This is an optimization exercise on Yosys and OpenROAD, whose aim is small area, not a production implementation. Function was checked by simulation only, so behaviour that the tests miss may differ from the original. Power is estimated from default activity; no workload was simulated.

$ cat flow/design.v
module dcs_det_core(x00, x01, x02, x03, x04, x05, x06, x07, x08, x09, x10, z0);
  input x00;
  wire x00;
  input x01;
  wire x01;
  input x02;
  wire x02;
  input x03;
  wire x03;
  input x04;
  wire x04;
  input x05;
  wire x05;
  input x06;
  wire x06;
  input x07;
  wire x07;
  input x08;
  wire x08;
  input x09;
  wire x09;
  input x10;
  wire x10;
  output z0;
  wire z0;
  wire _000_;
  wire _001_;
  wire _002_;
  wire _003_;
  wire _004_;
  wire _005_;
  wire _006_;
  wire _007_;
  wire _008_;
  wire _009_;
  wire _010_;
  wire _011_;
  wire _012_;
  wire _013_;
  wire _014_;
  wire _015_;
  wire _016_;
  wire _017_;
  wire _018_;
  wire _019_;
  wire _020_;
  wire _021_;
  wire _022_;
  wire _023_;
  wire _024_;
  wire _025_;
  wire _026_;
  wire _027_;
  wire _028_;
  wire _029_;
  wire _030_;
  wire _031_;
  wire _032_;
  wire _033_;
  wire _034_;
  wire _035_;
  wire _036_;
  wire _037_;
  wire _038_;
  wire _039_;
  wire _040_;
  wire _041_;
  wire _042_;
  wire _043_;
  wire _044_;
  wire _045_;
  wire _046_;
  wire _047_;
  wire _048_;
  wire _049_;
  wire _050_;
  wire _051_;
  wire _052_;
  wire _053_;
  wire _054_;
  wire _055_;
  wire _056_;
  wire _057_;
  wire _058_;
  wire _059_;
  wire _060_;
  wire _061_;
  wire _062_;
  wire _063_;
  wire _064_;
  wire _065_;
  wire _066_;
  wire _067_;
  wire _068_;
  wire _069_;
  wire _070_;
  wire _071_;
  wire _072_;
  wire _073_;
  wire _074_;
  wire _075_;
  wire _076_;
  wire _077_;
  wire _078_;
  wire _079_;
  wire _080_;
  wire _081_;
  wire _082_;
  wire _083_;
  wire _084_;
  wire _085_;
  wire _086_;
  wire _087_;
  wire _088_;
  wire _089_;
  wire _090_;
  wire _091_;
  wire _092_;
  wire _093_;
  wire _094_;
  wire _095_;
  wire _096_;
  wire _097_;
  wire _098_;
  wire _099_;
  wire _100_;
  wire _101_;
  wire _102_;
  wire _103_;
  wire _104_;
  wire _105_;
  wire _106_;
  wire _107_;
  wire _108_;
  wire _109_;
  wire _110_;
  wire _111_;
  wire _112_;
  wire _113_;
  wire _114_;
  wire _115_;
  wire _116_;
  wire _117_;
  wire _118_;
  wire _119_;
  wire _120_;
  wire _121_;
  wire _122_;
  wire _123_;
  wire _124_;
  wire _125_;
  wire _126_;
  wire _127_;
  wire _128_;
  wire _129_;
  wire _130_;
  wire _131_;
  wire _132_;
  wire _133_;
  wire _134_;
  wire _135_;
  wire _136_;
  wire _137_;
  wire _138_;
  wire _139_;
  wire _140_;
  wire _141_;
  wire _142_;
  wire _143_;
  wire _144_;
  wire _145_;
  wire _146_;
  wire _147_;
  wire _148_;
  wire _149_;
  wire _150_;
  wire _151_;
  wire _152_;
  wire _153_;
  wire _154_;
  wire _155_;
  wire _156_;
  wire _157_;
  wire _158_;
  wire _159_;
  wire _160_;
  wire _161_;
  wire _162_;
  wire _163_;
  wire _164_;
  wire _165_;
  wire _166_;
  wire _167_;
  wire _168_;
  wire _169_;
  wire _170_;
  wire _171_;
  wire _172_;
  wire _173_;
  wire _174_;
  wire _175_;
  wire _176_;
  wire _177_;
  wire _178_;
  wire _179_;
  wire _180_;
  wire _181_;
  wire _182_;
  wire _183_;
  wire _184_;
  wire _185_;
  wire _186_;
  wire _187_;
  wire _188_;
  wire _189_;
  wire _190_;
  wire _191_;
  wire _192_;
  wire _193_;
  wire _194_;
  wire _195_;
  wire _196_;
  wire _197_;
  wire _198_;
  wire _199_;
  wire _200_;
  wire _201_;
  wire _202_;
  wire _203_;
  wire _204_;
  wire _205_;
  wire _206_;
  wire _207_;
  wire _208_;
  wire _209_;
  wire _210_;
  wire _211_;
  wire _212_;
  wire _213_;
  wire _214_;
  wire _215_;
  wire _216_;
  wire _217_;
  wire _218_;
  wire _219_;
  wire _220_;
  wire _221_;
  wire _222_;
  wire _223_;
  wire _224_;
  wire _225_;
  wire _226_;
  wire _227_;
  wire _228_;
  wire _229_;
  wire _230_;
  wire _231_;
  assign _030_ = ~x10;
  assign _041_ = x08 & x10;
  assign _052_ = ~(x04 & x01);
  assign _063_ = _041_ & ~(_052_);
  assign _074_ = ~(x05 | x09);
  assign _085_ = ~(x09 | x04);
  assign _096_ = _074_ & ~(x04);
  assign _107_ = x09 & x04;
  assign _118_ = x07 & x05;
  assign _129_ = _107_ & _118_;
  assign _140_ = ~(_096_ | _129_);
  assign _151_ = x01 & ~(x09);
  assign _157_ = x10 | _151_;
  assign _158_ = _140_ | _157_;
  assign _159_ = x07 | _158_;
  assign _160_ = x04 & ~(x09);
  assign _161_ = x08 & ~(x03);
  assign _162_ = _160_ & _161_;
  assign _163_ = ~(x03 | x01);
  assign _164_ = x05 & ~(x07);
  assign _165_ = _163_ & _164_;
  assign _166_ = ~(_162_ & _165_);
  assign _167_ = ~(x03 | x08);
  assign _168_ = x01 | ~(_167_);
  assign _169_ = x03 & x01;
  assign _170_ = x04 | ~(_169_);
  assign _171_ = _168_ & _170_;
  assign _172_ = x08 & ~(x10);
  assign _173_ = x07 & ~(x10);
  assign _174_ = x07 & _172_;
  assign _175_ = x10 & ~(x08);
  assign _176_ = x04 & ~(x05);
  assign _177_ = _175_ & _176_;
  assign _178_ = ~(_174_ | _177_);
  assign _179_ = _171_ | _178_;
  assign _180_ = _166_ & _179_;
  assign _181_ = x09 & _118_;
  assign _182_ = _063_ & _181_;
  assign _183_ = ~(x03 & _182_);
  assign _184_ = _180_ & _183_;
  assign _185_ = ~(_159_ & _184_);
  assign _186_ = ~(x00 & _185_);
  assign _187_ = _074_ & ~(x03);
  assign _188_ = x00 ? _185_ : _187_;
  assign _189_ = ~(_063_ & _188_);
  assign _190_ = x05 & ~(x03);
  assign _191_ = _190_ & ~(x04);
  assign _192_ = x05 | ~(x01);
  assign _193_ = x09 & x01;
  assign _194_ = _052_ & ~(_193_);
  assign _195_ = x01 ? _096_ : _191_;
  assign _196_ = ~(_174_ & _195_);
  assign _197_ = x09 & ~(x07);
  assign _198_ = _197_ & ~(x08);
  assign _199_ = _198_ & ~(x01);
  assign _200_ = ~(_176_ & _199_);
  assign _201_ = x09 & ~(x01);
  assign _202_ = x09 & ~(x04);
  assign _203_ = _201_ & ~(x04);
  assign _204_ = ~(x03 & _203_);
  assign _205_ = ~(_151_ & _161_);
  assign _206_ = ~(_204_ & _205_);
  assign _207_ = ~(_164_ & _206_);
  assign _208_ = ~(x00 & _207_);
  assign _209_ = ~(_030_ & _208_);
  assign _210_ = ~(_200_ & _209_);
  assign _211_ = x03 & ~(x08);
  assign _212_ = x07 & ~(x01);
  assign _213_ = _211_ & _212_;
  assign _214_ = _085_ & _213_;
  assign _215_ = x00 | _214_;
  assign _216_ = ~(_210_ & _215_);
  assign _217_ = _196_ & _216_;
  assign _218_ = _189_ & _217_;
  assign _219_ = x06 | _218_;
  assign _220_ = _085_ & ~(x01);
  assign _221_ = _164_ & _211_;
  assign _222_ = _220_ & _221_;
  assign _223_ = ~(_182_ | _222_);
  assign _224_ = x09 | ~(x07);
  assign _225_ = ~(_192_ & _224_);
  assign _226_ = _172_ & ~(_074_);
  assign _227_ = ~(_225_ & _226_);
  assign _228_ = _223_ & _227_;
  assign _229_ = _160_ & ~(x07);
  assign _230_ = _169_ & _229_;
  assign _231_ = ~(x10 & _230_);
  assign _000_ = _176_ & _212_;
  assign _001_ = _041_ & _000_;
  assign _002_ = ~(x00 | _001_);
  assign _003_ = _231_ & _002_;
  assign _004_ = x10 & _199_;
  assign _005_ = ~(x03 | _004_);
  assign _006_ = ~(_158_ & _005_);
  assign _007_ = ~(x03 & _228_);
  assign _008_ = ~(_006_ & _007_);
  assign _009_ = _003_ & _008_;
  assign _010_ = x06 | _009_;
  assign _011_ = x08 | _052_;
  assign _012_ = ~(_041_ & _202_);
  assign _013_ = ~(_011_ & _012_);
  assign _014_ = ~(_074_ & _173_);
  assign _015_ = ~(x03 | x06);
  assign _016_ = ~(_164_ & _015_);
  assign _017_ = ~(_014_ & _016_);
  assign _018_ = ~(_013_ & _017_);
  assign _019_ = _166_ & _018_;
  assign _020_ = ~(_009_ & _019_);
  assign _021_ = ~(x07 | x05);
  assign _022_ = _107_ & ~(_021_);
  assign _023_ = ~(_118_ | _022_);
  assign _024_ = ~(_194_ | _023_);
  assign _025_ = _024_ | ~(_140_);
  assign _026_ = ~(_107_ & _169_);
  assign _027_ = x09 | ~(_163_);
  assign _028_ = ~(_026_ & _027_);
  assign _029_ = _118_ & _028_;
  assign _031_ = x10 | _029_;
  assign _032_ = x03 & x08;
  assign _033_ = _031_ & _032_;
  assign _034_ = ~(_025_ & _033_);
  assign _035_ = _203_ | _229_;
  assign _036_ = _167_ & _035_;
  assign _037_ = _030_ ? _036_ : _029_;
  assign _038_ = x00 & _223_;
  assign _039_ = _038_ & ~(_037_);
  assign _040_ = ~(_034_ & _039_);
  assign _042_ = _020_ & _040_;
  assign _043_ = ~(_010_ & _042_);
  assign _044_ = x05 | _022_;
  assign _045_ = x10 & _044_;
  assign _046_ = x05 & x04;
  assign _047_ = _213_ & _046_;
  assign _048_ = ~(x00 & _047_);
  assign _049_ = _167_ & ~(x04);
  assign _050_ = _193_ & _049_;
  assign _051_ = ~(x07 & _050_);
  assign _053_ = _045_ ? _051_ : _048_;
  assign _054_ = x02 & _053_;
  assign _055_ = _043_ & _054_;
  assign _056_ = ~(_219_ & _055_);
  assign _057_ = ~(x07 | _171_);
  assign _058_ = x00 | ~(_057_);
  assign _059_ = ~(_051_ & _058_);
  assign _060_ = x05 & ~(x10);
  assign _061_ = ~(_059_ & _060_);
  assign _062_ = _186_ & _061_;
  assign _064_ = x10 ? _151_ : _107_;
  assign _065_ = _064_ ? _164_ : _195_;
  assign _066_ = ~(_211_ & _065_);
  assign _067_ = ~(_107_ & _165_);
  assign _068_ = ~(_162_ & _212_);
  assign _069_ = ~(_067_ & _068_);
  assign _070_ = ~(x10 & _069_);
  assign _071_ = x00 | _176_;
  assign _072_ = ~(_201_ & _071_);
  assign _073_ = ~(_085_ & _118_);
  assign _075_ = ~(_072_ & _073_);
  assign _076_ = _181_ | ~(x00);
  assign _077_ = _032_ & _076_;
  assign _078_ = ~(_075_ & _077_);
  assign _079_ = _070_ & _078_;
  assign _080_ = ~(x10 & _047_);
  assign _081_ = _050_ & ~(x07);
  assign _082_ = _080_ & ~(_081_);
  assign _083_ = x00 | _082_;
  assign _084_ = _079_ & _083_;
  assign _086_ = _066_ & _084_;
  assign _087_ = x06 ? _062_ : _086_;
  assign _088_ = _177_ | _191_;
  assign _089_ = x07 & _151_;
  assign _090_ = _089_ & ~(x06);
  assign _091_ = ~(x06 & _175_);
  assign _092_ = ~(x09 & _172_);
  assign _093_ = ~(_091_ & _092_);
  assign _094_ = _164_ & _093_;
  assign _095_ = _090_ | _094_;
  assign _097_ = ~(_088_ & _095_);
  assign _098_ = x06 & _198_;
  assign _099_ = _162_ | _098_;
  assign _100_ = _030_ & ~(_192_);
  assign _101_ = ~(_099_ & _100_);
  assign _102_ = ~(x10 & _214_);
  assign _103_ = x00 & _102_;
  assign _104_ = _101_ & _103_;
  assign _105_ = ~(_097_ & _104_);
  assign _106_ = x10 | _034_;
  assign _108_ = _030_ | _207_;
  assign _109_ = _174_ & _203_;
  assign _110_ = ~(x06 & _109_);
  assign _111_ = ~(_193_ & _046_);
  assign _112_ = ~(_085_ & _021_);
  assign _113_ = ~(_111_ & _112_);
  assign _114_ = _113_ & ~(_091_);
  assign _115_ = ~(x00 | _114_);
  assign _116_ = _110_ & _115_;
  assign _117_ = _108_ & _116_;
  assign _119_ = ~(_106_ & _117_);
  assign _120_ = ~(_105_ & _119_);
  assign _121_ = ~(_087_ & _120_);
  assign _122_ = x02 | _121_;
  assign _123_ = ~(_056_ & _122_);
  assign _124_ = ~(_172_ & _230_);
  assign _125_ = _220_ | ~(x05);
  assign _126_ = ~(_041_ & _057_);
  assign _127_ = ~(_167_ & _045_);
  assign _128_ = ~(_126_ & _127_);
  assign _130_ = x00 | _128_;
  assign _131_ = ~(_125_ & _130_);
  assign _132_ = ~(_124_ & _131_);
  assign _133_ = _204_ | ~(_004_);
  assign _134_ = ~(_049_ & _089_);
  assign _135_ = x06 & _134_;
  assign _136_ = ~(_133_ & _135_);
  assign _137_ = _074_ & ~(_168_);
  assign _138_ = _026_ & ~(_137_);
  assign _139_ = _138_ | ~(_173_);
  assign _141_ = ~(_041_ & _164_);
  assign _142_ = x00 & ~(x06);
  assign _143_ = _141_ & _142_;
  assign _144_ = ~(_139_ & _143_);
  assign _145_ = _136_ & _144_;
  assign _146_ = ~(_132_ & _145_);
  assign _147_ = _211_ & ~(x00);
  assign _148_ = x04 | _147_;
  assign _149_ = ~(x06 & _161_);
  assign _150_ = ~(x04 & _149_);
  assign _152_ = _030_ & _201_;
  assign _153_ = _021_ & _152_;
  assign _154_ = _150_ & _153_;
  assign _155_ = ~(_148_ & _154_);
  assign _156_ = _146_ & _155_;
  assign z0 = ~(_123_ & _156_);
endmodule
module dcs_det (
    input  wire [10:0] s,
    output wire        d
);
    dcs_det_core u_core (
        .x00(s[10]), .x01(s[9]), .x02(s[8]), .x03(s[7]), .x04(s[6]), .x05(s[5]),
        .x06(s[4]),  .x07(s[3]), .x08(s[2]), .x09(s[1]), .x10(s[0]), .z0(d)
    );
endmodule
module dcs_code_rom(code, known);
  input [8:0] code;
  wire [8:0] code;
  output known;
  wire known;
  wire _000_;
  wire _001_;
  wire _002_;
  wire _003_;
  wire _004_;
  wire _005_;
  wire _006_;
  wire _007_;
  wire _008_;
  wire _009_;
  wire _010_;
  wire _011_;
  wire _012_;
  wire _013_;
  wire _014_;
  wire _015_;
  wire _016_;
  wire _017_;
  wire _018_;
  wire _019_;
  wire _020_;
  wire _021_;
  wire _022_;
  wire _023_;
  wire _024_;
  wire _025_;
  wire _026_;
  wire _027_;
  wire _028_;
  wire _029_;
  wire _030_;
  wire _031_;
  wire _032_;
  wire _033_;
  wire _034_;
  wire _035_;
  wire _036_;
  wire _037_;
  wire _038_;
  wire _039_;
  wire _040_;
  wire _041_;
  wire _042_;
  wire _043_;
  wire _044_;
  wire _045_;
  wire _046_;
  wire _047_;
  wire _048_;
  wire _049_;
  wire _050_;
  wire _051_;
  wire _052_;
  wire _053_;
  wire _054_;
  wire _055_;
  wire _056_;
  wire _057_;
  wire _058_;
  wire _059_;
  wire _060_;
  wire _061_;
  wire _062_;
  wire _063_;
  wire _064_;
  wire _065_;
  wire _066_;
  wire _067_;
  wire _068_;
  wire _069_;
  wire _070_;
  wire _071_;
  wire _072_;
  wire _073_;
  wire _074_;
  wire _075_;
  wire _076_;
  wire _077_;
  wire _078_;
  wire _079_;
  wire _080_;
  wire _081_;
  wire _082_;
  wire _083_;
  wire _084_;
  wire _085_;
  wire _086_;
  wire _087_;
  wire _088_;
  wire _089_;
  wire _090_;
  wire _091_;
  wire _092_;
  wire _093_;
  wire _094_;
  wire _095_;
  wire _096_;
  wire _097_;
  wire _098_;
  wire _099_;
  wire _100_;
  wire _101_;
  wire _102_;
  wire _103_;
  wire _104_;
  wire _105_;
  wire _106_;
  wire _107_;
  wire _108_;
  wire _109_;
  wire _110_;
  wire _111_;
  wire _112_;
  wire _113_;
  wire _114_;
  wire _115_;
  assign _010_ = 4'h8 >> { code[3], code[0] };
  assign _021_ = 4'h4 >> { _010_, code[2] };
  assign _029_ = 4'h4 >> code[2:1];
  assign _030_ = 4'h8 >> { _029_, code[0] };
  assign _031_ = 4'h2 >> code[4:3];
  assign _032_ = 4'h4 >> { _031_, code[5] };
  assign _033_ = 4'h8 >> { _032_, _030_ };
  assign _034_ = 4'h8 >> { code[4], code[1] };
  assign _035_ = 4'h1 >> { code[2], code[0] };
  assign _036_ = 4'h8 >> { _035_, _034_ };
  assign _037_ = 4'h1 >> { _036_, _033_ };
  assign _038_ = 4'h4 >> { _037_, _021_ };
  assign _039_ = 4'h1 >> { _038_, code[1] };
  assign _040_ = 4'h1 >> { code[3], code[0] };
  assign _041_ = 4'h2 >> { _010_, code[1] };
  assign _042_ = 4'h4 >> { _041_, code[2] };
  assign _043_ = 4'h4 >> { _042_, _040_ };
  assign _044_ = 4'h4 >> { _043_, code[5] };
  assign _045_ = 4'h8 >> code[4:3];
  assign _046_ = 4'h8 >> { _045_, _044_ };
  assign _047_ = 4'h2 >> { _040_, _029_ };
  assign _048_ = 4'h2 >> { _045_, code[5] };
  assign _049_ = 4'h8 >> { _048_, _047_ };
  assign _050_ = 4'h8 >> { _049_, code[4] };
  assign _051_ = 4'h8 >> { _040_, code[2] };
  assign _052_ = 4'h2 >> { code[4], code[1] };
  assign _053_ = 4'h8 >> { _052_, _051_ };
  assign _054_ = 4'h2 >> { _053_, code[6] };
  assign _055_ = 4'h4 >> { _054_, _050_ };
  assign _056_ = 4'h4 >> { _055_, _046_ };
  assign _057_ = 4'h4 >> { _056_, _039_ };
  assign _058_ = 4'h2 >> { _057_, code[7] };
  assign _059_ = 4'h1 >> { code[4], code[1] };
  assign _060_ = 4'h1 >> { _059_, code[3] };
  assign _061_ = 4'h8 >> { _034_, code[5] };
  assign _062_ = 4'h1 >> { _061_, code[2] };
  assign _063_ = 4'h2 >> { _062_, _060_ };
  assign _064_ = 4'h4 >> { _041_, _035_ };
  assign _065_ = 4'h4 >> code[5:4];
  assign _066_ = 4'h8 >> { _065_, _064_ };
  assign _067_ = 4'h4 >> { _066_, _063_ };
  assign _068_ = 4'h8 >> { code[7], code[5] };
  assign _069_ = 4'h1 >> { _068_, code[0] };
  assign _070_ = 4'h8 >> { _060_, _029_ };
  assign _071_ = 4'h4 >> { _070_, _069_ };
  assign _072_ = 4'h1 >> { _071_, _067_ };
  assign _073_ = 4'h4 >> { _072_, _058_ };
  assign _074_ = 4'h8 >> { _042_, _031_ };
  assign _075_ = 4'h1 >> { _074_, code[6] };
  assign _076_ = 4'h1 >> { _065_, _034_ };
  assign _077_ = 4'h2 >> { _076_, _051_ };
  assign _078_ = 4'h2 >> { _077_, _075_ };
  assign _079_ = 4'h1 >> { code[5], code[2] };
  assign _080_ = 4'h4 >> { _079_, _034_ };
  assign _081_ = 4'h2 >> { code[2], code[0] };
  assign _082_ = 4'h8 >> { _081_, _060_ };
  assign _083_ = 4'h4 >> { _082_, _080_ };
  assign _084_ = 4'h2 >> { _065_, code[3] };
  assign _085_ = 4'h2 >> { _084_, _030_ };
  assign _086_ = 4'h1 >> { _085_, _083_ };
  assign _087_ = 4'h8 >> { _086_, _078_ };
  assign _088_ = 4'h1 >> { _087_, _073_ };
  assign _089_ = 4'h1 >> { code[4], code[0] };
  assign _090_ = 4'h8 >> { _089_, code[6] };
  assign _091_ = 4'h2 >> { _090_, _047_ };
  assign _092_ = 4'h1 >> { _091_, _032_ };
  assign _093_ = 4'h4 >> { _092_, _043_ };
  assign _094_ = 4'h8 >> { _044_, code[4] };
  assign _095_ = 4'h8 >> { _080_, _010_ };
  assign _096_ = 4'h1 >> { _095_, _049_ };
  assign _097_ = 4'h4 >> { _096_, _094_ };
  assign _098_ = 4'h2 >> { _097_, _093_ };
  assign _099_ = 4'h8 >> { _021_, code[5] };
  assign _100_ = 4'h1 >> { _076_, _061_ };
  assign _101_ = 4'h8 >> { _100_, _064_ };
  assign _102_ = 4'h1 >> { _101_, _099_ };
  assign _103_ = 4'h1 >> { _102_, code[6] };
  assign _104_ = 4'h1 >> { _103_, _098_ };
  assign _105_ = 4'h1 >> { code[4], code[2] };
  assign _106_ = 4'h1 >> { _105_, code[0] };
  assign _107_ = 4'h1 >> { _106_, _065_ };
  assign _108_ = 4'h2 >> { _107_, code[6] };
  assign _109_ = 4'h8 >> { _106_, code[5] };
  assign _110_ = 4'h1 >> { _109_, _108_ };
  assign _111_ = 4'h4 >> { _110_, _104_ };
  assign _112_ = 4'h1 >> { _110_, _093_ };
  assign _113_ = 4'h1 >> { _112_, _111_ };
  assign _114_ = 4'h8 >> { _097_, _075_ };
  assign _115_ = 4'h1 >> { _114_, _037_ };
  assign _000_ = 4'h2 >> { _115_, _113_ };
  assign _001_ = 4'h4 >> { _114_, code[1] };
  assign _002_ = 4'h2 >> { _001_, code[7] };
  assign _003_ = 4'h1 >> { _002_, _000_ };
  assign _004_ = 4'h1 >> { _003_, _088_ };
  assign _005_ = 4'h1 >> { _004_, code[8] };
  assign _006_ = 4'h8 >> { code[2], code[0] };
  assign _007_ = 4'h1 >> { _045_, code[5] };
  assign _008_ = 4'h4 >> { _007_, _006_ };
  assign _009_ = 4'h2 >> { _081_, code[5] };
  assign _011_ = 4'h1 >> { _009_, _008_ };
  assign _012_ = 4'h4 >> { _011_, _113_ };
  assign _013_ = 4'h4 >> { _097_, _078_ };
  assign _014_ = 4'h1 >> { _013_, code[0] };
  assign _015_ = 4'h2 >> { _078_, _044_ };
  assign _016_ = 4'h2 >> { _015_, code[7] };
  assign _017_ = 4'h4 >> { _016_, _014_ };
  assign _018_ = 4'h4 >> { _017_, _012_ };
  assign _019_ = 4'h4 >> { _110_, code[7] };
  assign _020_ = 4'h2 >> { _019_, _063_ };
  assign _022_ = 4'h2 >> { _020_, _114_ };
  assign _023_ = 4'h8 >> { _008_, _064_ };
  assign _024_ = 4'h1 >> { _023_, code[7] };
  assign _025_ = 4'h8 >> { _024_, _056_ };
  assign _026_ = 4'h2 >> { _025_, code[8] };
  assign _027_ = 4'h4 >> { _026_, _022_ };
  assign _028_ = 4'h4 >> { _027_, _018_ };
  assign known = 4'he >> { _028_, _005_ };
endmodule
module dcs_decoder (
    input  wire        clk,
    input  wire        rst_n,
    input  wire [15:0] cfg_alpha,
    input  wire [25:0] cfg_spb,
    input  wire        in_valid,
    output wire        in_ready,
    input  wire [15:0] in_sample,
    output reg         out_valid,
    output wire        out_bnd,
    output wire        out_bit,
    output reg         out_found,
    output wire [8:0]  out_code,
    output wire        out_inv,
    output reg         out_event
);
    localparam [11:0] NUDGE_K = 12'd3277;
    localparam [10:0] SC      = 11'h38a;    
    reg  [4:0]         mc;           
    reg  [4:0]         pc;           
    reg  [26:0]        pacc;         
    reg  [21:0]        nudge;
    reg  [23:0]        y;
    reg                prev_pos, prev_neg;
    reg  [26:0]        phase;
    reg                lt;
    reg  [23:0]        acc_lo;       
    reg  [11:0]        acc_hi;
    reg                acc_inc, acc_dec;
    reg  [22:0]        win;          
    reg                bnd;
    reg  [10:0]        sa, sb;
    reg  [11:0]        e;            
    reg                va;           
    reg  [8:0]         last_code;    
    reg                last_inv;
    reg  [7:0]         counter;
    wire mstart = (mc == 5'd0) && in_valid && ((pc == 5'd0) || (pc >= 5'd13));
    wire accept = (mc == 5'd16) && in_valid;
    assign in_ready = (mc == 5'd16);
    assign out_bnd  = bnd;
    assign out_bit  = win[22];
    assign out_code = last_code;
    assign out_inv  = last_inv;
    wire [15:0] alpha_r = {cfg_alpha[14:0], cfg_alpha[15]};   
    wire        abit    = alpha_r[mc[3:0]];               
    wire [15:0] k_r     = {2'b00, NUDGE_K, 2'b00};        
    wire        kbit    = k_r[pc[3:0]];                   
    reg  [27:0] opnd;
    always @(*) begin
        if (mc != 5'd0)
            opnd = abit ? {{4{in_sample[15]}}, in_sample, 8'h00} : {{4{y[23]}}, y};
        else if (pc == 5'd1)
            opnd = {4'd0, acc_lo};
        else
            opnd = kbit ? {2'b00, cfg_spb} : 28'd0;
    end
    wire [27:0] sum;
    dcs_rca #(.W(28)) u_main (.a({pacc[26], pacc}), .b(opnd), .ci(1'b0),
                              .s(sum), .co());
    wire        y_pos = !y[23] && (y != 24'd0);
    wire        zc    = (prev_neg && y_pos) || (prev_pos && y[23]);
    reg  [26:0] pop;
    reg         pcin;
    always @(*) begin
        case (pc)
            5'd1:    begin pop = lt ? {5'd0, nudge} : ~{5'd0, nudge}; pcin = !lt; end
            5'd3:    begin pop = ~{2'b00, cfg_spb[25:1]}; pcin = 1'b1; end
            5'd4:    begin pop = 27'h10000;                pcin = 1'b0; end
            default: begin pop = ~{1'b0, cfg_spb};         pcin = 1'b1; end
        endcase
    end
    wire [27:0] psum;
    dcs_rca #(.W(27)) u_phase (.a(phase), .b(pop), .ci(pcin),
                               .s(psum[26:0]), .co(psum[27]));
    wire        bnd_n = psum[27];                     
    wire [11:0] acc_hi_n;
    dcs_rca #(.W(12)) u_acch (.a(acc_hi), .b({{11{acc_dec}}, acc_inc | acc_dec}),
                              .ci(1'b0), .s(acc_hi_n), .co());
    wire        acc_nz = (acc_hi_n != 12'd0) || (acc_lo != 24'd0);
    wire        bit_n  = !acc_hi_n[11] && acc_nz;     
    function [10:0] mulx;         
        input [10:0] m;
        reg   [11:0] t;
        begin
            t = {m, 1'b0} ^ (m[10] ? 12'hC75 : 12'h000);
            mulx = t[10:0];
        end
    endfunction
    function [10:0] divx;         
        input [10:0] m;
        reg   [11:0] t;
        begin
            t = {1'b0, m} ^ (m[0] ? 12'hC75 : 12'h000);
            divx = t[11:1];
        end
    endfunction
    wire [10:0] cin = (win[0] ^ bit_n) ? SC : 11'd0;   
    wire        rot = bnd && (pc >= 5'd3) && (pc <= 5'd25);
    wire        det;
    dcs_det u_det (.s((pc <= 5'd14) ? sa : sb), .d(det));
    wire [8:0]  code  = e[8:0] ^ {9{e[11]}};
    wire        inv   = e[11];
    wire        known;
    dcs_code_rom u_rom (.code(code), .known(known));
    wire        ve    = (e[11] == e[10]) && (e[10] == e[9]) && known;
    wire        found = va || ve;
    wire        e_b   = (pc == 5'd15) ? !ve : !va;   
    wire        match = (code == last_code) && (inv == last_inv);
    wire [4:0]  mc_inc, pc_inc;
    dcs_rca #(.W(5)) u_mc (.a(mc), .b(5'd0), .ci(1'b1), .s(mc_inc), .co());
    dcs_rca #(.W(5)) u_pc (.a(pc), .b(5'd0), .ci(1'b1), .s(pc_inc), .co());
    wire [7:0]  counter_inc, counter_dec;
    dcs_rca #(.W(8)) u_cinc (.a(counter), .b(8'd0), .ci(1'b1), .s(counter_inc), .co());
    dcs_rca #(.W(8)) u_cdec (.a(counter), .b(8'hFF), .ci(1'b0), .s(counter_dec), .co());
    always @(posedge clk) begin
        if (mstart)
            pacc <= {{3{y[23]}}, y};
        else if (pc == 5'd1)
            pacc <= 27'd0;
        else
            pacc <= sum[27:1];
        if (pc >= 5'd15 && pc <= 5'd26) begin
            if (e_b)
                e <= {e[10:0], det ^ win[11]};
        end else begin
            e <= {det ^ win[11], e[11:1]};
        end
        if (pc == 5'd15)
            va <= ve;
        if (pc == 5'd1) begin
            acc_inc <= !sum[27] && sum[24];
            acc_dec <= sum[27];
        end
        if (pc == 5'd3)
            lt <= !psum[27];
        if (accept) begin
            prev_pos <= y_pos;
            prev_neg <= y[23];
        end
        if (pc == 5'd13)
            nudge <= sum[26:5];
        out_found <= found;
        out_event <= bnd && found && match && (counter != 8'd0);
        if (!rst_n) begin
            mc        <= 5'd0;
            pc        <= 5'd0;
            out_valid <= 1'b0;
            y         <= 24'd0;
            phase     <= 27'h10000;
            acc_lo    <= 24'd0;
            acc_hi    <= 12'd0;
            win       <= 23'd0;
            bnd       <= 1'b0;
            sa        <= 11'd0;
            sb        <= 11'd0;
            last_code <= 9'd0;
            last_inv  <= 1'b0;
            counter   <= 8'd0;
        end else begin
            out_valid <= (pc == 5'd27);
            if (mstart || (mc != 5'd0 && mc != 5'd16))
                mc <= mc_inc;
            else
                mc <= 5'd0;
            if (accept)
                pc <= 5'd1;
            else if (pc == 5'd27)
                pc <= 5'd0;
            else if (pc != 5'd0)
                pc <= pc_inc;
            if (accept)
                y <= sum[24:1];
            if (pc == 5'd1)
                acc_lo <= sum[23:0];
            if ((pc == 5'd1 && zc) || pc == 5'd4)
                phase <= psum[26:0];
            if (pc == 5'd2) begin
                bnd <= bnd_n;
                if (bnd_n) begin
                    phase  <= psum[26:0];
                    acc_lo <= 24'd0;
                    acc_hi <= 12'd0;
                    win    <= {bit_n, win[22:1]};
                    sa     <= divx(sa ^ cin);
                    sb     <= mulx(sb) ^ cin;
                end else begin
                    acc_hi <= acc_hi_n;
                end
            end else if (rot) begin
                sa  <= divx(sa);
                sb  <= mulx(sb);
                win <= {win[0], win[22:1]};
            end
            if (pc == 5'd27 && bnd) begin
                if (!found) begin
                    if (counter != 8'd0)
                        counter <= counter_dec;
                end else if (!match) begin
                    last_code <= code;
                    last_inv  <= inv;
                    counter   <= 8'd1;
                end else if (counter != 8'hFF) begin
                    counter <= counter_inc;
                end
            end
        end
    end
endmodule
module dcs_rca #(
    parameter W = 8
) (
    input  wire [W-1:0] a,
    input  wire [W-1:0] b,
    input  wire         ci,
    output wire [W-1:0] s,
    output wire         co
);
    wire [W:0] c;
    assign c[0] = ci;
    genvar i;
    generate
        for (i = 0; i < W; i = i + 1) begin : g_bit
            assign s[i]   = a[i] ^ b[i] ^ c[i];
            assign c[i+1] = (a[i] & b[i]) | (a[i] & c[i]) | (b[i] & c[i]);
        end
    endgenerate
    assign co = c[W];
endmodule
$ cat flow/flow/run.sh
#!/bin/bash
# Layout flow: the standard flow (standard.sh, the standard synthesis and
# ORFS steps) with one change: the port buffers that global placement inserts
# on every input and output are the platform's smallest buffer (buf_1)
# instead of the cell buffer_ports picks by default. The full make output is
# in flow_make.log; each ORFS step's log is under orfs/logs/.
set -euo pipefail
bash standard.sh "BUFFER_PORTS_ARGS=-buffer_cell sky130_fd_sc_hd__buf_1" finish > flow_make.log 2>&1
$ cat flow/standard.sh
#!/bin/bash
# synth_recipe.tcl (not shown) runs the flow's synth.tcl, then flattens the netlist and writes it again
# the make line also repeats each setting of config.mk as NAME=value (left out here)
make -C /OpenROAD-flow-scripts/flow DESIGN_CONFIG=/design/flow/config.mk WORK_HOME=/design/flow/orfs CLKGATE_MAP_FILE= SYNTH_SCRIPT=/design/flow/synth_recipe.tcl "${@:-finish}"
$ cat flow/config.mk
export PLATFORM = sky130hd
export DESIGN_NAME = dcs_decoder
export DESIGN_NICKNAME = dcs_decoder
export VERILOG_FILES = /design/flow/design.v
export SDC_FILE = /design/flow/constraint.sdc
export NUM_CORES = 4
export LEC_CHECK = 0
export ABC_AREA = 1
export CAP_MARGIN = 20
export CORE_MARGIN = 2
export CORE_UTILIZATION = 50
export CTS_BUF_LIST = sky130_fd_sc_hd__clkbuf_8
export PLACE_DENSITY = 0.6
export SLEW_MARGIN = 20
export SYNTH_MEMORY_MAX_BITS = 65536
$ cat flow/constraint.sdc
create_clock -name core_clock -period 15.0 [get_ports {clk}]
set_input_delay 3.0000 -clock core_clock [delete_from_list [all_inputs] [get_ports {clk}]]
set_output_delay 3.0000 -clock core_clock [all_outputs]
set_load 0.01 [all_outputs]
==> results.tsv, run 1 <==
metric	value	unit
Worst Clk Skew	23.2	ps
total of warnings raised by yosys	1	
Synth Flop Type	sky130_fd_sc_hd__dfxtp_1	
routability cong.	0.949	
Flop pwr share	40.7	%
fraction of the cycle the final worst path needs	95.8	%
number of DRC violations after detailed routing	0	
run status	no timing/DRC/antenna violations	
height of the die	170	um
final setup vio count	0	
initial cell density of the core	51.1	%
total of max-cap violations	0	
number of synthesized flops with an enable pin	40	
net count of the mapped netlist	1958	
layout cells sized above 1	7.93	%
clock share of power	35.5	%
worst path required time	15470	ps
vias in the first global route	12000	
total congestion overflow after global routing	0	
share of flip-flops with an asynchronous set or reset	0	%
Crit Path Category	primary input to register	
Comb power frac	23.8	%
signal arrival time at the worst endpoint	14840	ps
Top Ports	77	
register clock-pin slew on the reported worst setup and hold paths	60	ps
# clock sinks	231	
kind of launch point of the worst setup path	primary input	
IO buf count	76	
Root Buffer Master	sky130_fd_sc_hd__clkbuf_8	
maximum number of pins on one net before global-route repair	88	
DRT iter0 DRCs	877	
total power divided by cell area	114	mW/mm^2
number of synthesized register bits	231	
post-CTS setup buffer count	0	
final critical-path required period	14370	ps
library cell occupying the most area in the post-synthesis netlist	sky130_fd_sc_hd__dfxtp_1	
count of fill cells added during filler insertion	2694	
cell types with the largest area share after synthesis	sky130_fd_sc_hd__dfxtp_1, sky130_fd_sc_hd__fa_1, sky130_fd_sc_hd__edfxtp_1, sky130_fd_sc_hd__nand2_1, sky130_fd_sc_hd__o21ai_0	
area of the multi-input gates	0.00752	mm^2
Antenna Violating Nets Remaining	0	
internal power	1.17	mW
net switching power figure	578	uW
peak fanout along the critical path	40	
Storage cell area	0.00502	mm^2
count of antenna diodes in the layout	0	
sequential share of the synthesized area	36.4	%
CTS Buf Count	42	
Cell variety after synth	55	
type of element capturing the critical path	register	
maximum achievable frequency	69.6	MHz
global routing usage summed across all routing layers	26.4	%
final total negative setup slack	0	ps
number of levels in the clock H-tree	2	
area grow syn2layout	11.0	%
Routed WL	37.8	mm
Total Die Area	0.0289	mm^2
HPWL Detailed	26.9	mm
RSZ-0062 raised after global routing	no	
cell with the largest stage delay on the worst path	sky130_fd_sc_hd__fa_1	
wire length of the first global-routing pass	61.1	mm
standby leakage power	6.13	nW
post-layout net count	2020	
area of the placeable core	0.0270	mm^2
smallest hold slack	476	ps
most numerous cell types in the synthesized netlist	sky130_fd_sc_hd__nand2_1, sky130_fd_sc_hd__inv_1, sky130_fd_sc_hd__o21ai_0	
maximum buffer depth of the clock tree	3	
transition time at the pin with the least slew margin	971	ps
later-pin clock latency in the skew report	560	ps
post-synthesis cell area	0.0138	mm^2
antenna violations before repair	0	
kind of path behind the tightest hold check	register to register	
via density per instance	5.57	
Crit path largest cell delay	440	ps
fraction of synthesized cell area taken by the top area cell type	27.7	%
count of pins over their slew limit	0	
number of rows created at floorplan	60	
number of hold buffers added after CTS	0	
Max VDD drop	87.6	uV
wire per inst	16.9	um
horizontal die dimension	170	um
Avg Synthesized Cell Area	7.63	um^2
relative slew slack	35.2	%
hold violation total from the final report	0	
Switching Share	33.1	%
TritonCTS clock tree	done	
gate count of the mapped netlist	1808	
leading cell type by number of instances after synthesis	sky130_fd_sc_hd__nand2_1	
length of the first detailed-routing pass in iterations	6	
overall via count from detail_route	12500	
cell mode on critical path	sky130_fd_sc_hd__fa_1	
==> registers in the layout (all words and copies together) (netlist names), 9 cells and up <==
| signal | flops |
|---|---|
| sa | 11 |
| acc_hi | 12 |
| last_code | 9 |
| pacc | 27 |
| phase | 27 |
| nudge | 22 |
| e | 12 |
| acc_lo | 24 |
| y | 24 |
| sb | 11 |
| win | 23 |
==> power by group through the flow <==
stage,logic (mW),clock network [mW],registers [mW]
after floorplan,0.276,0,0.715
final,0.416,0.620,0.709
after global placement,0.407,0,0.722
after global routing,0.465,0.662,0.714
after CTS,0.415,0.634,0.709
after detailed placement,0.413,0,0.722
==> layout by cell type (no fill, tap or decap), types with 3 or more instances in the layout <==
| cell type | instances |
|---|---|
| sky130_fd_sc_hd__nand2_1 | 296 |
| sky130_fd_sc_hd__inv_1 | 240 |
| sky130_fd_sc_hd__o21ai_0 | 216 |
| sky130_fd_sc_hd__dfxtp_1 | 191 |
| sky130_fd_sc_hd__nor2_1 | 190 |
| sky130_fd_sc_hd__nand3_1 | 105 |
| sky130_fd_sc_hd__a21oi_1 | 103 |
| sky130_fd_sc_hd__buf_1 | 75 |
| sky130_fd_sc_hd__fa_1 | 58 |
| sky130_fd_sc_hd__clkbuf_8 | 52 |
| sky130_fd_sc_hd__edfxtp_1 | 40 |
| sky130_fd_sc_hd__buf_4 | 27 |
| sky130_fd_sc_hd__ha_1 | 26 |
| sky130_fd_sc_hd__o2111ai_1 | 24 |
| sky130_fd_sc_hd__xor2_1 | 24 |
| sky130_fd_sc_hd__a211oi_1 | 23 |
| sky130_fd_sc_hd__o21ai_1 | 17 |
| sky130_fd_sc_hd__nand4_1 | 16 |
| sky130_fd_sc_hd__o22ai_1 | 16 |
| sky130_fd_sc_hd__nor3_1 | 15 |
| sky130_fd_sc_hd__o221ai_1 | 15 |
| sky130_fd_sc_hd__o211ai_1 | 12 |
| sky130_fd_sc_hd__xnor2_1 | 10 |
| sky130_fd_sc_hd__nand2_2 | 9 |
| sky130_fd_sc_hd__o21ai_2 | 9 |
| sky130_fd_sc_hd__nor2_2 | 8 |
| sky130_fd_sc_hd__nor4_1 | 8 |
| sky130_fd_sc_hd__inv_2 | 7 |
| sky130_fd_sc_hd__clkinv_1 | 7 |
| sky130_fd_sc_hd__a221oi_1 | 6 |
| sky130_fd_sc_hd__o31ai_1 | 6 |
| sky130_fd_sc_hd__nand2_4 | 5 |
| sky130_fd_sc_hd__fa_2 | 5 |
| sky130_fd_sc_hd__buf_12 | 4 |
| sky130_fd_sc_hd__a32oi_1 | 3 |
| sky130_fd_sc_hd__nand3_2 | 3 |
==> worst max-delay path, delay by kind of cell <==
family	cells	cell delay [ps]
adder cells (fa/ha/maj)	27	10410
AND/OR/NAND/NOR	2	250
AO/OA/AOI/OAI	2	350
buffers and inverters	8	800
==> path summary, 6_finish.rpt <==
check / startpoint / to / slack (ps) / depth (start not counted)
worst min-delay path: acc_lo[11] / acc_lo[11] / 480 / 2
worst max register to register: pc[1] / sa[9] / 1050 / 46
worst min register to register: acc_lo[11] / acc_lo[11] / 480 / 2
worst max-delay path: cfg_spb[1] / sa[9] / 630 / 39
==> kinds of logic after synthesis <==
family	after synthesis	synth area share, %
AND/OR/NAND/NOR	665	20.7
AO/OA/AOI/OAI	461	19.4
buffers and inverters	325	9.39
flip-flops	231	36.4
adder cells (fa/ha/maj)	89	11.5
XOR/XNOR	36	2.48
multiplexers	1	0.0816
==> through the flow <==
stage                     util (%)  total power, mW  cells  cell area (um^2)  worst slack, ps
after floorplan                  -            0.991   1808             13800             78.8
after global routing          56.7             1.84   2244             15300             56.2
after global placement        53.3             1.13   2166             14400             -263
after detailed placement      53.3             1.14   2167             14400             -298
final                         56.7             1.74   2244             15300              631
after CTS                     56.5             1.76   2244             15300              216
==> timing repair <==
item / 4_1_cts / 5_1_grt
setup endpoints to repair: 0 / 93
hold endpoints to repair: 0 / 0
resized for setup: 0 / 10
==> cell type report <==
| class | instances | area share, % |
|---|---|---|
| multi-input combinational | 1252 | 49.1 |
| timing repair buffer | 108 | 3.81 |
| tap | 341 | 2.79 |
| clock inverter | 25 | 1.03 |
| sequential | 231 | 32.8 |
| inverter | 235 | 5.78 |
| clock buffer | 52 | 4.67 |
==> metal layers <==
layer	vias to the layer above	routed length, um	global-route usage, %
met5	-	0	0
met4	0	1160	9.66
met3	100	2260	3.93
met2	404	17400	43.2
met1	5839	17000	35.5
li1	6165	-	-
==> inputs of run 2 (changes only) <==
--- a/flow/config.mk
+++ b/flow/config.mk
@@ -10,6 +10,8 @@
 export CORE_MARGIN = 2
 export CORE_UTILIZATION = 50
 export CTS_BUF_LIST = sky130_fd_sc_hd__clkbuf_8
+export CTS_CLUSTER_DIAMETER = 60
+export CTS_CLUSTER_SIZE = 20
 export PLACE_DENSITY = 0.6
 export SLEW_MARGIN = 20
 export SYNTH_MEMORY_MAX_BITS = 65536
==> run 2 against run 1 <==
- die area did not move
- critical path type unchanged
- sequential cell count did not move
- setup slack got worse by 65 ps
- largest cell class unchanged
- count of clock-buffer cells in the layout fell by 26
- non-clock buffer count rose by 1
- via count fell by 0.71%
- wire length fell by 0.49%
- combinational power barely moved
- clock power fell by 22%
- highest routed layer unchanged
- largest power group unchanged
- critical endpoint is now win[0]
- power fell by 7.9%
==> results.tsv, run 2 <==
metric	value	unit	change
Synth Flop Type	sky130_fd_sc_hd__dfxtp_1		unchanged
transition time at the pin with the least slew margin	989	ps	was 971 ps
antenna violations before repair	0		unchanged
peak fanout along the critical path	40		unchanged
smallest hold slack	475	ps	was 476 ps
total power divided by cell area	107	mW/mm^2	was 114 mW/mm^2
net count of the mapped netlist	1958		unchanged
final instance count without filler cells	2214		was 2244
Root Buffer Master	sky130_fd_sc_hd__clkbuf_8		unchanged
cell types with the largest area share after synthesis	sky130_fd_sc_hd__dfxtp_1, sky130_fd_sc_hd__fa_1, sky130_fd_sc_hd__edfxtp_1, sky130_fd_sc_hd__nand2_1, sky130_fd_sc_hd__o21ai_0		unchanged
kind of launch point of the worst setup path	primary input		unchanged
number of rows created at floorplan	60		unchanged
type of element capturing the critical path	register		unchanged
total congestion overflow after global routing	0		unchanged
fraction of synthesized cell area taken by the top area cell type	27.7	%	unchanged
share of flip-flops with an asynchronous set or reset	0	%	unchanged
area grow syn2layout	9.09	%	was 11.0%
final setup vio count	0		unchanged
IO buf count	76		unchanged
Top Ports	77		unchanged
length of the first detailed-routing pass in iterations	5		was 6
maximum buffer depth of the clock tree	3		unchanged
fraction of the cycle the final worst path needs	96.2	%	was 95.8%
Crit Path Category	primary input to register		unchanged
wire length of the first global-routing pass	60.4	mm	was 61.1 mm
initial cell density of the core	51.1	%	unchanged
worst path required time	15480	ps	was 15470 ps
RSZ-0062 raised after global routing	no		unchanged
combined buffer and inverter count along the critical path	7		was 8
via density per instance	5.61		was 5.57
cell with the largest stage delay on the worst path	sky130_fd_sc_hd__fa_1		unchanged
post-CTS setup buffer count	0		unchanged
HPWL Detailed	26.9	mm	unchanged
kind of path behind the tightest hold check	register to register		unchanged
later-pin clock latency in the skew report	590	ps	was 560 ps
count of pins over their slew limit	0		unchanged
number of DRC violations after detailed routing	0		unchanged
Layout Utilization	55.7	%	was 56.7%
number of synthesized flops with an enable pin	40		unchanged
Routed WL	37.6	mm	was 37.8 mm
signal arrival time at the worst endpoint	14910	ps	was 14840 ps
leading cell type by number of instances after synthesis	sky130_fd_sc_hd__nand2_1		unchanged
Cell variety after synth	55		unchanged
CP delay by family, top	adder cells		unchanged
total of warnings raised by yosys	1		unchanged
total of max-cap violations	0		unchanged
global routing usage summed across all routing layers	25.9	%	was 26.4%
wire per inst	17.0	um	was 16.9 um
gate count of the mapped netlist	1808		unchanged
Avg Synthesized Cell Area	7.63	um^2	unchanged
horizontal die dimension	170	um	unchanged
area of the placeable core	0.0270	mm^2	unchanged
CTS Buf Count	25		was 42
library cell occupying the most area in the post-synthesis netlist	sky130_fd_sc_hd__dfxtp_1		unchanged
maximum number of pins on one net before global-route repair	88		unchanged
post-layout net count	2004		was 2020
count of antenna diodes in the layout	0		unchanged
sequential share of the synthesized area	36.4	%	unchanged
Largest regs	pacc (27), phase (27)		unchanged
Max VDD drop	88.3	uV	was 87.6 uV
run status	no timing/DRC/antenna violations		unchanged
# clock sinks	231		unchanged
standby leakage power	5.92	nW	was 6.13 nW
Total Die Area	0.0289	mm^2	unchanged
Antenna Violating Nets Remaining	0		unchanged
routability cong.	0.949		unchanged
most numerous cell types in the synthesized netlist	sky130_fd_sc_hd__nand2_1, sky130_fd_sc_hd__inv_1, sky130_fd_sc_hd__o21ai_0		unchanged
DRT iter0 DRCs	1149		was 877
post-synthesis cell area	0.0138	mm^2	unchanged
most frequent cells in the layout	sky130_fd_sc_hd__nand2_1, sky130_fd_sc_hd__inv_1, sky130_fd_sc_hd__o21ai_0		unchanged
Worst Clk Skew	36.3	ps	was 23.2 ps
overall via count from detail_route	12400		was 12500
vias in the first global route	11800		was 12000
height of the die	170	um	unchanged
layout cells sized above 1	7.42	%	was 7.93%
count of fill cells added during filler insertion	2693		was 2694
Crit path largest cell delay	450	ps	was 440 ps
relative slew slack	34.0	%	was 35.2%
TritonCTS clock tree	done		unchanged
cell mode on critical path	sky130_fd_sc_hd__fa_1		unchanged
final critical-path required period	14430	ps	was 14370 ps
number of synthesized register bits	231		unchanged
register clock-pin slew on the reported worst setup and hold paths	100	ps	was 60 ps
maximum achievable frequency	69.3	MHz	was 69.6 MHz
hold violation total from the final report	0		unchanged
commonest non-fill, non-tap cell in the layout	sky130_fd_sc_hd__nand2_1		unchanged
placed cell count	2167		unchanged
number of levels in the clock H-tree	1		was 2
## run 2: layout make-up
cell class | instances | area (um^2) | area share [%]
Clock buffer | 26 | 358 | 2.38
Inverter | 235 | 886 | 5.89
Sequential cell | 231 | 5020 | 33.4
Timing Repair Buffer | 109 | 612 | 4.06
Tap cell | 341 | 427 | 2.83
Multi-Input combinational cell | 1252 | 7520 | 50.0
Clock inverter | 20 | 225 | 1.50
## run 2: kinds of logic (layout without fill, tap and decap cells)
group	count (synthesis)	count (layout)	synth area share (%)
AOI/OAI and AO/OA	461	461	19.4
xor gates and xnor gates	36	36	2.48
adders and majority gates	89	89	11.5
buffers and inverters	325	390	9.39
DFF	231	231	36.4
muxes	1	1	0.0816
and+or+nand+nor	665	665	20.7
## run 2: final timing paths
kind                   start       to  slack [ps]  cells past startpoint
hold reg to reg      win[19]  win[18]         480                      2
hold / removal       win[19]  win[18]         480                      2
setup reg to reg       pc[1]   win[0]         960                     46
setup / recovery  cfg_spb[1]   win[0]         570                     39
## run 2: layer usage
| metal | track usage, % | share of wire (%) |
|---|---|---|
| met1 | 35.3 | 46 |
| met2 | 43.0 | 47 |
| met3 | 3.05 | 5.0 |
| met4 | 8.62 | 2.7 |
| met5 | 0 | 0 |
## run 2: tightest hold or removal path, cell delays in order (launching register included)
cell and delay (ps):
sky130_fd_sc_hd__dfxtp_1 330, sky130_fd_sc_hd__nor2_1 50, sky130_fd_sc_hd__nor2_1 80
## run 2: where the power goes
group	switching, mW	leakage, nW	internal (mW)
sequential	0.0247	1.95	0.683
combinational	0.283	3.68	0.135
clock	0.267	0.297	0.215
## run 2: repair_timing
item	4_1_cts	5_1_grt
hold buffers	0	0
setup endpoints to repair	0	93
gates resized for setup	0	13
## run 2: through the flow
step                      instance area, um^2  power, mW  TNS (ps)  setup WS, ps
after global placement                  14400       1.13    -16130          -263
after detailed placement                14400       1.14    -19850          -298
after global routing                    15100       1.70         0          7.38
final                                   15100       1.61         0           566
after CTS                               15000       1.62         0           272
after floorplan                         13800      0.991         0          78.8
==> inputs of run 3 (changes only) <==
--- a/flow/config.mk
+++ b/flow/config.mk
@@ -9,9 +9,9 @@
 export CAP_MARGIN = 20
 export CORE_MARGIN = 2
 export CORE_UTILIZATION = 50
-export CTS_BUF_LIST = sky130_fd_sc_hd__clkbuf_8
-export CTS_CLUSTER_DIAMETER = 60
-export CTS_CLUSTER_SIZE = 20
+export CTS_BUF_LIST = sky130_fd_sc_hd__clkbuf_16
+export CTS_CLUSTER_DIAMETER = 100
+export CTS_CLUSTER_SIZE = 30
 export PLACE_DENSITY = 0.6
 export SLEW_MARGIN = 20
 export SYNTH_MEMORY_MAX_BITS = 65536
==> run 3 against run 2 <==
- still clean on timing, DRC and antenna
- register-to-register slack better by 60 ps
- via count down 0.24%
- global-route usage down 0.12 points
- sequential power about the same
- largest cell class unchanged
==> results.tsv, run 3 <==
metric	value	unit	change
CP delay by family, top	adder cells		unchanged
main combinational cell family by area after synthesis	simple AND/OR/NAND/NOR gates		unchanged
total power divided by cell area	104	mW/mm^2	was 107 mW/mm^2
Cell variety after synth	55		unchanged
total of warnings raised by yosys	1		unchanged
run status	no timing/DRC/antenna violations		unchanged
final instance count without filler cells	2188		was 2214
post-CTS setup buffer count	0		unchanged
number of DRC violations after detailed routing	0		unchanged
TritonCTS clock tree	done		unchanged
cell area after layout	0.0149	mm^2	was 0.0151 mm^2
routability cong.	0.949		unchanged
number of synthesized register bits	231		unchanged
share of the synthesized area in compound gates (AO/OA/AOI/OAI)	19.4	%	unchanged
net count of the mapped netlist	1958		unchanged
number of levels in the clock H-tree	1		unchanged
Routed WL	37.4	mm	was 37.6 mm
length of the first detailed-routing pass in iterations	5		unchanged
HPWL Detailed	26.9	mm	unchanged
grt met2 use	43.2	%	was 43.0%
gate count of the mapped netlist	1808		unchanged
Largest regs	pacc (27), phase (27)		unchanged
global routing usage summed across all routing layers	25.8	%	was 25.9%
layout cells sized above 1	6.28	%	was 7.42%
number of synthesized flops with an enable pin	40		unchanged
vias in the first global route	11700		was 11800
Register-to-Register Path Depth	45		was 46
most frequent cells in the layout	sky130_fd_sc_hd__nand2_1, sky130_fd_sc_hd__inv_1, sky130_fd_sc_hd__o21ai_0		unchanged
CTS Buf Count	12		was 25
combined buffer and inverter count along the critical path	6		was 7
fraction of the cycle the final worst path needs	96.4	%	was 96.2%
kind of launch point of the worst setup path	primary input		unchanged
Synth Flop Type	sky130_fd_sc_hd__dfxtp_1		unchanged
arithmetic-cell share of the synthesized area counting full adders, half adders and majority gates	11.5	%	unchanged
count of antenna diodes in the layout	0		unchanged
commonest non-fill, non-tap cell in the layout	sky130_fd_sc_hd__nand2_1		unchanged
Avg Synthesized Cell Area	7.63	um^2	unchanged
worst path required time	15410	ps	was 15480 ps
final critical-path required period	14460	ps	was 14430 ps
sequential share of the synthesized area	36.4	%	unchanged
kind of path behind the tightest hold check	register to register		unchanged
total congestion overflow after global routing	0		unchanged
placement-stage worst setup slack	-298	ps	unchanged
simple-gate share of the synthesized area	20.7	%	unchanged
area grow syn2layout	8.07	%	was 9.09%
transition time at the pin with the least slew margin	961	ps	was 989 ps
fraction of synthesized cell area taken by the top area cell type	27.7	%	unchanged
Top Ports	77		unchanged
relative slew slack	35.9	%	was 34.0%
signal arrival time at the worst endpoint	14870	ps	was 14910 ps
cell with the largest stage delay on the worst path	sky130_fd_sc_hd__fa_1		unchanged
Top Usage Layer GRT	met2		unchanged
Layout Utilization	55.2	%	was 55.7%
critical path depth in cells	38		was 39
area of the placeable core	0.0270	mm^2	unchanged
later-pin clock latency in the skew report	500	ps	was 590 ps
post-layout net count	1991		was 2004
share of the synthesized netlist area taken by xor and xnor gates	2.48	%	unchanged
RSZ-0062 raised after global routing	no		unchanged
GR Util met3	2.77	%	was 3.05%
post-synthesis cell area	0.0138	mm^2	unchanged
final setup vio count	0		unchanged
count of pins over their slew limit	0		unchanged
Antenna Violating Nets Remaining	0		unchanged
# clock sinks	231		unchanged
worst reg2reg endpoint	sa[8]		was win[0]
horizontal die dimension	170	um	unchanged
Crit Path Category	primary input to register		unchanged
initial cell density of the core	51.1	%	unchanged
Total Die Area	0.0289	mm^2	unchanged
area of placed instances	0.0144	mm^2	unchanged
peak fanout along the critical path	31		was 40
cell types with the largest area share after synthesis	sky130_fd_sc_hd__dfxtp_1, sky130_fd_sc_hd__fa_1, sky130_fd_sc_hd__edfxtp_1, sky130_fd_sc_hd__nand2_1, sky130_fd_sc_hd__o21ai_0		unchanged
Crit path largest cell delay	440	ps	was 450 ps
global-route track usage on met1	35.4	%	was 35.3%
register clock-pin slew on the reported worst setup and hold paths	110	ps	was 100 ps
share of flip-flops with an asynchronous set or reset	0	%	unchanged
standby leakage power	5.85	nW	was 5.92 nW
reg-to-reg critical path startpoint	pc[1]		unchanged
multiplexer fraction of the synthesized cell area	0.0816	%	unchanged
wire length of the first global-routing pass	60.1	mm	was 60.4 mm
antenna violations before repair	0		unchanged
total of max-cap violations	0		unchanged
IO buf count	76		unchanged
cell mode on critical path	sky130_fd_sc_hd__fa_1		unchanged
smallest hold slack	487	ps	was 475 ps
flop-to-flop setup slack	1020	ps	was 960 ps
library cell occupying the most area in the post-synthesis netlist	sky130_fd_sc_hd__dfxtp_1		unchanged
maximum buffer depth of the clock tree	3		unchanged
Worst Slack Setup Final	541	ps	was 566 ps
wire per inst	17.1	um	was 17.0 um
hold violation total from the final report	0		unchanged
most numerous cell types in the synthesized netlist	sky130_fd_sc_hd__nand2_1, sky130_fd_sc_hd__inv_1, sky130_fd_sc_hd__o21ai_0		unchanged
DRT iter0 DRCs	1041		was 1149
leading cell type by number of instances after synthesis	sky130_fd_sc_hd__nand2_1		unchanged
maximum number of pins on one net before global-route repair	88		unchanged
critical path launch point	cfg_spb[1]		unchanged
type of element capturing the critical path	register		unchanged
total power	1.55	mW	was 1.61 mW
number of rows created at floorplan	60		unchanged
destination of the critical timing path	sa[8]		was win[0]
Worst Clk Skew	30.3	ps	was 36.3 ps
maximum achievable frequency	69.2	MHz	was 69.3 MHz
overall via count from detail_route	12400		about the same
count of fill cells added during filler insertion	2717		was 2693
Root Buffer Master	sky130_fd_sc_hd__clkbuf_16		was sky130_fd_sc_hd__clkbuf_8
Max VDD drop	119	uV	was 88.3 uV
height of the die	170	um	unchanged
final total negative setup slack	0	ps	unchanged
via density per instance	5.66		was 5.61
placed cell count	2167		unchanged
[run 3: cell counts after synthesis]
No cell type changed its count.
[run 3: where the power goes]
part	switching [mW]	internal, mW
registers	0.0245	0.684
logic	0.282	0.135
clock network	0.218	0.202
total	0.524	1.02
[run 3: repair_timing]
item / in CTS / in global routing
resized for setup: 0 / 12
hold buffers: 0 / 0
endpoints found under the setup margin: 0 / 103
[run 3: worst reg2reg max path, delay by kind of cell, from the launching register on]
family | cells | cell delay (ps)
adder cells (fa/ha/maj) | 28 | 10670
AO/OA/AOI/OAI | 3 | 550
buffers and inverters | 9 | 1380
flip-flops | 1 | 490
AND/OR/NAND/NOR | 5 | 810
[run 3: area by class of cell]
| cell class | instances | area, um^2 | area share, % |
|---|---|---|---|
| well taps | 341 | 427 | 2.86 |
| multi-input cells | 1252 | 7520 | 50.5 |
| clock inverters | 5 | 66.3 | 0.445 |
| clock buffers | 15 | 375 | 2.52 |
| inverters | 235 | 886 | 5.94 |
| flip-flops and latches | 231 | 5020 | 33.7 |
| repair buffers | 109 | 608 | 4.08 |
[run 3: kinds of logic after synthesis]
family                     Yosys count
muxes                                1
AOI/OAI and AO/OA                  461
and+or+nand+nor                    665
buffers and inverters              325
adders and majority gates           89
DFF                                231
xor gates and xnor gates            36
[run 3: worst min-delay path by stage]
| stage | start | endpoint | slack, ps | cells past startpoint |
|---|---|---|---|---|
| after floorplan | phase[16] | phase[16] | 450 | 2 |
| after global placement | win[21] | win[20] | 460 | 2 |
| after detailed placement | acc_lo[11] | acc_lo[11] | 460 | 2 |
| after CTS | acc_lo[11] | acc_lo[11] | 480 | 2 |
| after global routing | acc_lo[11] | acc_lo[11] | 510 | 2 |
| final | acc_lo[11] | acc_lo[11] | 490 | 2 |
[run 3: metal layers]
metal,wire length [um],vias up,part of all wire (%)
li1,-,6084,-
met1,17200,5903,46
met2,17600,336,47
met3,1680,66,4.5
met4,954,0,2.5
met5,0,-,0
==> inputs of run 4 (changes only) <==
--- a/flow/config.mk
+++ b/flow/config.mk
@@ -9,9 +9,9 @@
 export CAP_MARGIN = 20
 export CORE_MARGIN = 2
 export CORE_UTILIZATION = 50
-export CTS_BUF_LIST = sky130_fd_sc_hd__clkbuf_16
-export CTS_CLUSTER_DIAMETER = 100
-export CTS_CLUSTER_SIZE = 30
+export CTS_BUF_LIST = sky130_fd_sc_hd__clkbuf_4 sky130_fd_sc_hd__clkbuf_8 sky130_fd_sc_hd__clkbuf_16
+export CTS_CLUSTER_DIAMETER = 80
+export CTS_CLUSTER_SIZE = 16
 export PLACE_DENSITY = 0.6
 export SLEW_MARGIN = 20
 export SYNTH_MEMORY_MAX_BITS = 65536
==> run 4 against run 3 <==
- clock skew down 16 ps
- final cell count up 0.46%
- clock power up 19%
- combinational power about the same
- die area unchanged
- power up 5.1%
==> results.tsv, run 4 <==
metric	value	unit	change
HPWL Detailed	26.9	mm	unchanged
commonest non-fill, non-tap cell in the layout	sky130_fd_sc_hd__nand2_1		unchanged
count of antenna diodes in the layout	0		unchanged
post-layout net count	1996		was 1991
TritonCTS clock tree	done		unchanged
post-synthesis cell area	0.0138	mm^2	unchanged
number of DRC violations after detailed routing	0		unchanged
share of flip-flops with an asynchronous set or reset	0	%	unchanged
global-route track usage on met1	35.3	%	was 35.4%
Largest regs	pacc (27), phase (27)		unchanged
standby leakage power	5.91	nW	was 5.85 nW
Avg Synthesized Cell Area	7.63	um^2	unchanged
fraction of the cycle the final worst path needs	96.1	%	was 96.4%
Worst Clk Skew	13.9	ps	was 30.3 ps
placement-stage worst setup slack	-298	ps	unchanged
layout cells sized above 1	6.79	%	was 6.28%
Storage cell area	0.00502	mm^2	unchanged
initial cell density of the core	51.1	%	unchanged
CTS Buf Count	18		was 12
Worst Slack Setup Final	587	ps	was 541 ps
library cell occupying the most area in the post-synthesis netlist	sky130_fd_sc_hd__dfxtp_1		unchanged
Top Usage Layer GRT	met2		unchanged
Routed WL	37.3	mm	was 37.4 mm
Total Die Area	0.0289	mm^2	unchanged
count of fill cells added during filler insertion	2689		was 2717
gate count of the mapped netlist	1808		unchanged
total of max-cap violations	0		unchanged
length of the first detailed-routing pass in iterations	6		was 5
horizontal die dimension	170	um	unchanged
placed cell count	2167		unchanged
sequential share of the synthesized area	36.4	%	unchanged
worst path required time	15390	ps	was 15410 ps
kind of launch point of the worst setup path	primary input		unchanged
later-pin clock latency in the skew report	510	ps	was 500 ps
fraction of synthesized cell area taken by the top area cell type	27.7	%	unchanged
RSZ-0062 raised after global routing	no		unchanged
wire per inst	17.0	um	was 17.1 um
smallest hold slack	478	ps	was 487 ps
IO buf count	76		unchanged
total congestion overflow after global routing	0		unchanged
most frequent cells in the layout	sky130_fd_sc_hd__nand2_1, sky130_fd_sc_hd__inv_1, sky130_fd_sc_hd__o21ai_0		unchanged
number of synthesized flops with an enable pin	40		unchanged
hold violation total from the final report	0		unchanged
Crit path largest cell delay	440	ps	about the same
post-CTS setup buffer count	0		unchanged
final setup vio count	0		unchanged
count of pins over their slew limit	0		unchanged
register clock-pin slew on the reported worst setup and hold paths	70	ps	was 110 ps
Antenna Violating Nets Remaining	0		unchanged
area of the placeable core	0.0270	mm^2	unchanged
via density per instance	5.59		was 5.66
number of hold buffers added after CTS	0		unchanged
total power	1.62	mW	was 1.55 mW
kind of path behind the tightest hold check	register to register		unchanged
maximum achievable frequency	69.4	MHz	was 69.2 MHz
wire length of the first global-routing pass	60.4	mm	was 60.1 mm
Top Ports	77		unchanged
cell with the largest stage delay on the worst path	sky130_fd_sc_hd__fa_1		unchanged
GR Util met3	3.09	%	was 2.77%
DRT iter0 DRCs	994		was 1041
number of levels in the clock H-tree	1		unchanged
antenna violations before repair	0		unchanged
most numerous cell types in the synthesized netlist	sky130_fd_sc_hd__nand2_1, sky130_fd_sc_hd__inv_1, sky130_fd_sc_hd__o21ai_0		unchanged
net count of the mapped netlist	1958		unchanged
Cell variety after synth	55		unchanged
signal arrival time at the worst endpoint	14800	ps	was 14870 ps
Crit Path Category	primary input to register		unchanged
area of the multi-input gates	0.00752	mm^2	about the same
grt met2 use	43.2	%	about the same
run status	no timing/DRC/antenna violations		unchanged
maximum buffer depth of the clock tree	3		unchanged
routability cong.	0.949		unchanged
Root Buffer Master	sky130_fd_sc_hd__clkbuf_16		unchanged
peak fanout along the critical path	40		was 31
relative slew slack	34.4	%	was 35.9%
number of rows created at floorplan	60		unchanged
maximum number of pins on one net before global-route repair	88		unchanged
# clock sinks	231		unchanged
number of synthesized register bits	231		unchanged
type of element capturing the critical path	register		unchanged
cell types with the largest area share after synthesis	sky130_fd_sc_hd__dfxtp_1, sky130_fd_sc_hd__fa_1, sky130_fd_sc_hd__edfxtp_1, sky130_fd_sc_hd__nand2_1, sky130_fd_sc_hd__o21ai_0		unchanged
total power divided by cell area	108	mW/mm^2	was 104 mW/mm^2
vias in the first global route	11800		was 11700
area grow syn2layout	8.91	%	was 8.07%
height of the die	170	um	unchanged
global routing usage summed across all routing layers	25.9	%	was 25.8%
Synth Flop Type	sky130_fd_sc_hd__dfxtp_1		unchanged
final critical-path required period	14410	ps	was 14460 ps
Max VDD drop	76.5	uV	was 119 uV
cell mode on critical path	sky130_fd_sc_hd__fa_1		unchanged
final instance count without filler cells	2198		was 2188
transition time at the pin with the least slew margin	983	ps	was 961 ps
overall via count from detail_route	12300		was 12400
total of warnings raised by yosys	1		unchanged
leading cell type by number of instances after synthesis	sky130_fd_sc_hd__nand2_1		unchanged
-- run 4: cell types whose count changed in the layout (fill, tap and decap cells not counted), moves of 2 or more --
cell | previous run | this run
sky130_fd_sc_hd__clkbuf_16 | 16 | 19
sky130_fd_sc_hd__nand2_1 | 294 | 296
sky130_fd_sc_hd__clkbuf_4 | 1 | 11
sky130_fd_sc_hd__nand2_2 | 11 | 9
-- run 4: timing repair --
item / CTS / global route
resized for setup: 0 / 11
setup endpoints to repair: 0 / 100
hold endpoints to repair: 0 / 0
-- run 4: report_power, final --
group	total (mW)	switching, mW	internal [mW]
logic	0.417	0.282	0.135
registers	0.708	0.0246	0.683
clock network	0.499	0.228	0.271
-- run 4: logic make-up (layout without fill, tap and decap cells) --
family / Yosys count / after routing / share of synthesized area [%]
and+or+nand+nor: 665 / 665 / 20.7
AOI/OAI and AO/OA: 461 / 461 / 19.4
buffers and inverters: 325 / 374 / 9.39
DFF: 231 / 231 / 36.4
adders and majority gates: 89 / 89 / 11.5
xor gates and xnor gates: 36 / 36 / 2.48
muxes: 1 / 1 / 0.0816
-- run 4: layout make-up --
| type | count | share of cell area (%) |
|---|---|---|
| Multi-Input combinational cell | 1252 | 50.0 |
| Sequential cell | 231 | 33.4 |
| Inverter | 235 | 5.89 |
| Timing Repair Buffer | 108 | 3.88 |
| Clock buffer | 29 | 3.66 |
| Tap cell | 341 | 2.84 |
| Clock inverter | 2 | 0.250 |
-- run 4: worst paths after layout --
| check | from | endpoint | slack, ps | depth (start not counted) |
|---|---|---|---|---|
| worst max-delay path | cfg_spb[1] | win[0] | 590 | 39 |
| worst min-delay path | acc_lo[11] | acc_lo[11] | 480 | 2 |
| worst max register to register | pc[1] | win[0] | 1070 | 46 |
| worst min register to register | acc_lo[11] | acc_lo[11] | 480 | 2 |
-- run 4: critical path, delay by kind of cell --
family / cells / cell delay, ps
AOI/OAI and AO/OA: 3 / 450
adders and majority gates: 27 / 10410
buffers and inverters: 7 / 650
and+or+nand+nor: 2 / 260
-- run 4: per-layer routing --
layer	up-vias	part of all wire (%)
met5	-	0
met4	0	2.7
met3	68	4.8
met2	355	46
met1	5772	46
li1	6090	-
-- run 4: per-stage QoR --
stage                     cell area, um^2  setup TNS, ps  utilization, %
final                               15000              0            55.6
after global routing                15000              0            55.6
after CTS                           15000              0            55.5
after detailed placement            14400         -19850            53.3
after global placement              14400         -16130            53.3
after floorplan                     13800              0               -

-- port drivers added, routing unchanged --
How much do the figures lean on ideal ports? The routed layouts below were timed once more, with nothing changed but the port constraints.
Step 1 (the two cells are an assumption about what drives the block):
set clk [get_ports {clk}]
set_driving_cell -lib_cell sky130_fd_sc_hd__clkbuf_16 $clk
set_driving_cell -lib_cell sky130_fd_sc_hd__buf_2 [delete_from_list [all_inputs] $clk]
Step 2 moves the port delays by t, midway between the first and last clock arrival at a register: inputs arrive t later, outputs are due t later. That takes back most of the time a late clock gives input paths.
a / b / c = no drivers / after step 1 / after step 2; a / b = the first two.
run | t (ns) | setup slack, ns | hold slack, ns | worst setup path at the end | worst data-port slew with drivers (ns)
run 1 | 0.595 | 0.631 / 0.656 / 0.061 | 0.476 / 0.476 / 0.476 | input to register | 0.06
run 2 | 0.615 | 0.566 / 0.591 / -0.024 | 0.475 / 0.475 / 0.475 | input to register | 0.07
run 3 | 0.534 | 0.541 / 0.569 / 0.035 | 0.487 / 0.487 / 0.487 | input to register | 0.06
run 4 | 0.550 | 0.587 / 0.616 / 0.066 | 0.478 / 0.478 / 0.478 | input to register | 0.07
With both steps, setup timing fails in run 2, where it was met with ideal ports. The setup slack of run 2, which loses most, moves by +0.025 ns with the drivers and by -0.590 ns with both steps.
